Source: an optimization exercise on an open RTL-to-GDS flow (aim: small area and a short achievable clock period). Production flows keep margins and buffers that such runs may drop.
Only simulation tests tie the RTL to the original design; equivalence was not proved.
Power and IR drop assume default switching activity.

rev 12:
## mremu_duart_ic
module mremu_duart_ic (
    input  wire        clk,
    input  wire        rst,
    input  wire        op_valid,
    input  wire [3:0]  op_code,
    input  wire [3:0]  op_addr,
    input  wire [7:0]  op_data,
    input  wire [2:0]  op_src,
    output reg         rd_valid,
    output reg  [7:0]  rd_data,
    output reg  [2:0]  ipl,
    input  wire        rx_a_valid,
    input  wire [7:0]  rx_a_data,
    input  wire        rx_b_valid,
    input  wire [7:0]  rx_b_data,
    input  wire        ip_we,
    input  wire [7:0]  ip_data,
    input  wire [7:1]  ext_irq,
    input  wire [55:0] ext_vec,
    output reg         tx_valid,
    output reg         tx_chan,
    output reg  [7:0]  tx_data,
    output wire [7:0]  op_pins
);
For scale: about 10000 cells after synthesis, about 4600 flip-flops, about 140 I/O pins, roughly 0.12 mm² of cells after synthesis.
export LEC_CHECK = 0
export ABC_AREA = 1
export CAP_MARGIN = 20
export CORE_MARGIN = 2
export CORE_UTILIZATION = 70
export SLEW_MARGIN = 20
export SYNTH_MEMORY_MAX_BITS = 8192
export TNS_END_PERCENT = 100
create_clock -name core_clock -period 10.0 [get_ports {clk}]
standard.sh (not shown) runs the stock make flow with config.mk's settings and CLKGATE_MAP_FILE= SYNTH_SCRIPT=/design/flow/synth_recipe.tcl, a recipe that flattens the netlist after the stock synthesis.
==> flow/flow/run.sh <==
#!/bin/bash
# Layout flow: the standard ORFS flow (standard.sh, unchanged synthesis)
# with three changes to how the layout is made:
#  - timing repair aims at a 6.6 ns setup margin, i.e. below the 10 ns period
#    that the constraints require (which are left as they are);
#  - the clock tree uses clkbuf_16 throughout, with sink clusters of up to 26
#    flip-flops within 55 um;
#  - the port buffers (every input and output still gets one) are buf_2.
# Make's full output goes to flow.log here; each ORFS step also writes its
# own log under orfs/logs/.
set -euo pipefail
CTS="-sink_clustering_enable -repair_clock_nets"
CTS="$CTS -root_buf sky130_fd_sc_hd__clkbuf_16 -tree_buf sky130_fd_sc_hd__clkbuf_16"
CTS="$CTS -sink_clustering_buffer sky130_fd_sc_hd__clkbuf_16 -buf_list {sky130_fd_sc_hd__clkbuf_16}"
CTS="$CTS -sink_clustering_size 26 -sink_clustering_max_diameter 55"
bash standard.sh \
  SETUP_SLACK_MARGIN=6.6 \
  "BUFFER_PORTS_ARGS=-buffer_cell sky130_fd_sc_hd__buf_2" \
  "CTS_ARGS=$CTS" \
  finish > flow.log 2>&1
Modified inputs, rev 13 compared to rev 12
- changing CORE_UTILIZATION from 70 to 60
--- a/flow/flow/run.sh
+++ b/flow/flow/run.sh
@@ -5,4 +5,4 @@
 #    that the constraints require (which are left as they are);
-#  - the clock tree uses clkbuf_16 throughout, with sink clusters of up to 26
-#    flip-flops within 55 um;
+#  - the clock tree uses clkbuf_16 throughout, with sink clusters of up to 30
+#    flip-flops within 60 um;
 #  - the port buffers (every input and output still gets one) are buf_2.
@@ -14,3 +14,3 @@
 CTS="$CTS -sink_clustering_buffer sky130_fd_sc_hd__clkbuf_16 -buf_list {sky130_fd_sc_hd__clkbuf_16}"
-CTS="$CTS -sink_clustering_size 26 -sink_clustering_max_diameter 55"
+CTS="$CTS -sink_clustering_size 30 -sink_clustering_max_diameter 60"
 bash standard.sh \
- Rev 13 and rev 12 all finish clean.
- Of the two values seen for standard cell with the maximum stage delay on the critical path, sky130_fd_sc_hd__clkinvlp_4 was produced by rev 12 and sky130_fd_sc_hd__a21oi_2 by rev 13.
- Delta (rev 13 minus rev 12): number of non-clock buffers in the layout up 14; critical path depth now sits higher.
- Rev 13 against rev 12; per-cell routed wire length is down by a little under 10%.
- There was hardly any difference in maximum frequency between rev 12 and rev 13.
- Rev 12 → rev 13: routed metal-1 wire length went up by 4400 µm, final worst-path cycle share comparable.

* * *

== the previous run ==
mremu_duart_ic, a different RTL version from the one above (not shown whole).
Size: about 10000 cells after synthesis, roughly 4600 flip-flops, roughly 140 I/O pins, roughly 120000 sq um of cells after synthesis.
Design mremu_duart_ic, start of the top module:
module mremu_duart_ic (
    input  wire        clk,
    input  wire        rst,
    input  wire        op_valid,
    input  wire [3:0]  op_code,
    input  wire [3:0]  op_addr,
    input  wire [7:0]  op_data,
    input  wire [2:0]  op_src,
    output reg         rd_valid,
    output reg  [7:0]  rd_data,
    output reg  [2:0]  ipl,
    input  wire        rx_a_valid,
    input  wire [7:0]  rx_a_data,
    input  wire        rx_b_valid,
    input  wire [7:0]  rx_b_data,
    input  wire        ip_we,
    input  wire [7:0]  ip_data,
    input  wire [7:1]  ext_irq,
    input  wire [55:0] ext_vec,
    output reg         tx_valid,
    output reg         tx_chan,
    output reg  [7:0]  tx_data,
    output wire [7:0]  op_pins
);
export LEC_CHECK = 0
export ABC_AREA = 1
export CAP_MARGIN = 20
export CORE_MARGIN = 2
export CORE_UTILIZATION = 60
export SLEW_MARGIN = 20
export SYNTH_MEMORY_MAX_BITS = 8192
export TNS_END_PERCENT = 100
create_clock -name core_clock -period 10.0 [get_ports {clk}]
==> flow/flow/run.sh <==
#!/bin/bash
# Layout flow: the standard ORFS flow (standard.sh, unchanged synthesis)
# with three changes to how the layout is made:
#  - timing repair aims at a 6.5 ns setup margin, i.e. below the 10 ns period
#    that the constraints require (which are left as they are);
#  - the clock tree uses clkbuf_16 throughout, with sink clusters of up to 32
#    flip-flops within 64 um;
#  - the port buffers (every input and output still gets one) are buf_2.
# Make's full output goes to flow.log here; each ORFS step also writes its
# own log under orfs/logs/.
set -euo pipefail
CTS="-sink_clustering_enable -repair_clock_nets"
CTS="$CTS -root_buf sky130_fd_sc_hd__clkbuf_16 -tree_buf sky130_fd_sc_hd__clkbuf_16"
CTS="$CTS -sink_clustering_buffer sky130_fd_sc_hd__clkbuf_16 -buf_list {sky130_fd_sc_hd__clkbuf_16}"
CTS="$CTS -sink_clustering_size 32 -sink_clustering_max_diameter 64"
bash standard.sh \
  SETUP_SLACK_MARGIN=6.5 \
  "BUFFER_PORTS_ARGS=-buffer_cell sky130_fd_sc_hd__buf_2" \
  "CTS_ARGS=$CTS" \
  finish > flow.log 2>&1
Modified inputs, the current run compared to the previous run
==> flow/flow/run.sh <==
#!/bin/bash
# Layout flow: the standard ORFS flow (standard.sh, unchanged synthesis)
# with three changes to how the layout is made:
#  - timing repair aims at a 6.6 ns setup margin, i.e. below the 10 ns period
#    that the constraints require (which are left as they are);
#  - the clock tree uses clkbuf_16 throughout, with sink clusters of up to 30
#    flip-flops within 60 um;
#  - the port buffers (every input and output still gets one) are buf_2.
# Make's full output goes to flow.log here; each ORFS step also writes its
# own log under orfs/logs/.
set -euo pipefail
CTS="-sink_clustering_enable -repair_clock_nets"
CTS="$CTS -root_buf sky130_fd_sc_hd__clkbuf_16 -tree_buf sky130_fd_sc_hd__clkbuf_16"
CTS="$CTS -sink_clustering_buffer sky130_fd_sc_hd__clkbuf_16 -buf_list {sky130_fd_sc_hd__clkbuf_16}"
CTS="$CTS -sink_clustering_size 30 -sink_clustering_max_diameter 60"
bash standard.sh \
  SETUP_SLACK_MARGIN=6.6 \
  "BUFFER_PORTS_ARGS=-buffer_cell sky130_fd_sc_hd__buf_2" \
  "CTS_ARGS=$CTS" \
  finish > flow.log 2>&1
On global-route track usage on met2, the current run and the previous run are basically level.
Diff the previous run -> the current run: filler cell count in the final layout now sits lower; fraction of met3 tracks used by global routing now sits at about the same level.
The previous run → the current run: final number of hold-violating endpoints saw little to no change, internal portion of total power saw an increase, initial antenna violation count saw an increase, total wirelength of the detailed-routed design saw an increase.
Final net count up about 0.43% in the current run wrt the previous run
Taking the previous run as the reference point, the setup slack of the current run rises by 0.12 ns.
Est. power | the current run vs the previous run | the current run higher

## port drivers added, routing unchanged
In the flow no input, the clock included, has a driving cell. The finished layouts below were timed again as built, in two steps. Step 1: set_driving_cell puts a clkbuf_16 on clk and a buf_2 on each other input, an assumption about the parent block. Step 2 times the ports against the registers' clock, not the clock port: input delays grow and output delays shrink by t, the midpoint of the rising clock arrivals with the driver on. Slacks: ideal ports / drivers / drivers and shift; pairs: ideal ports / drivers.
run | t, ns | setup slack, ns | slew at the worst register clock pin (ns)
rev 12 | 0.970 | 6.558 / 6.551 / 5.645 | 0.11 / 0.11
rev 13 | 0.933 | 6.565 / 6.565 / 5.661 | 0.11 / 0.11
the previous run | 0.939 | 6.398 / 6.425 / 5.487 | 0.12 / 0.12
the current run | 0.950 | 6.518 / 6.538 / 5.612 | 0.11 / 0.11
After both steps every run listed still meets setup and hold. For rev 12, which loses most, drivers alone change the setup slack by -0.007 ns; drivers and shift together by -0.913 ns.
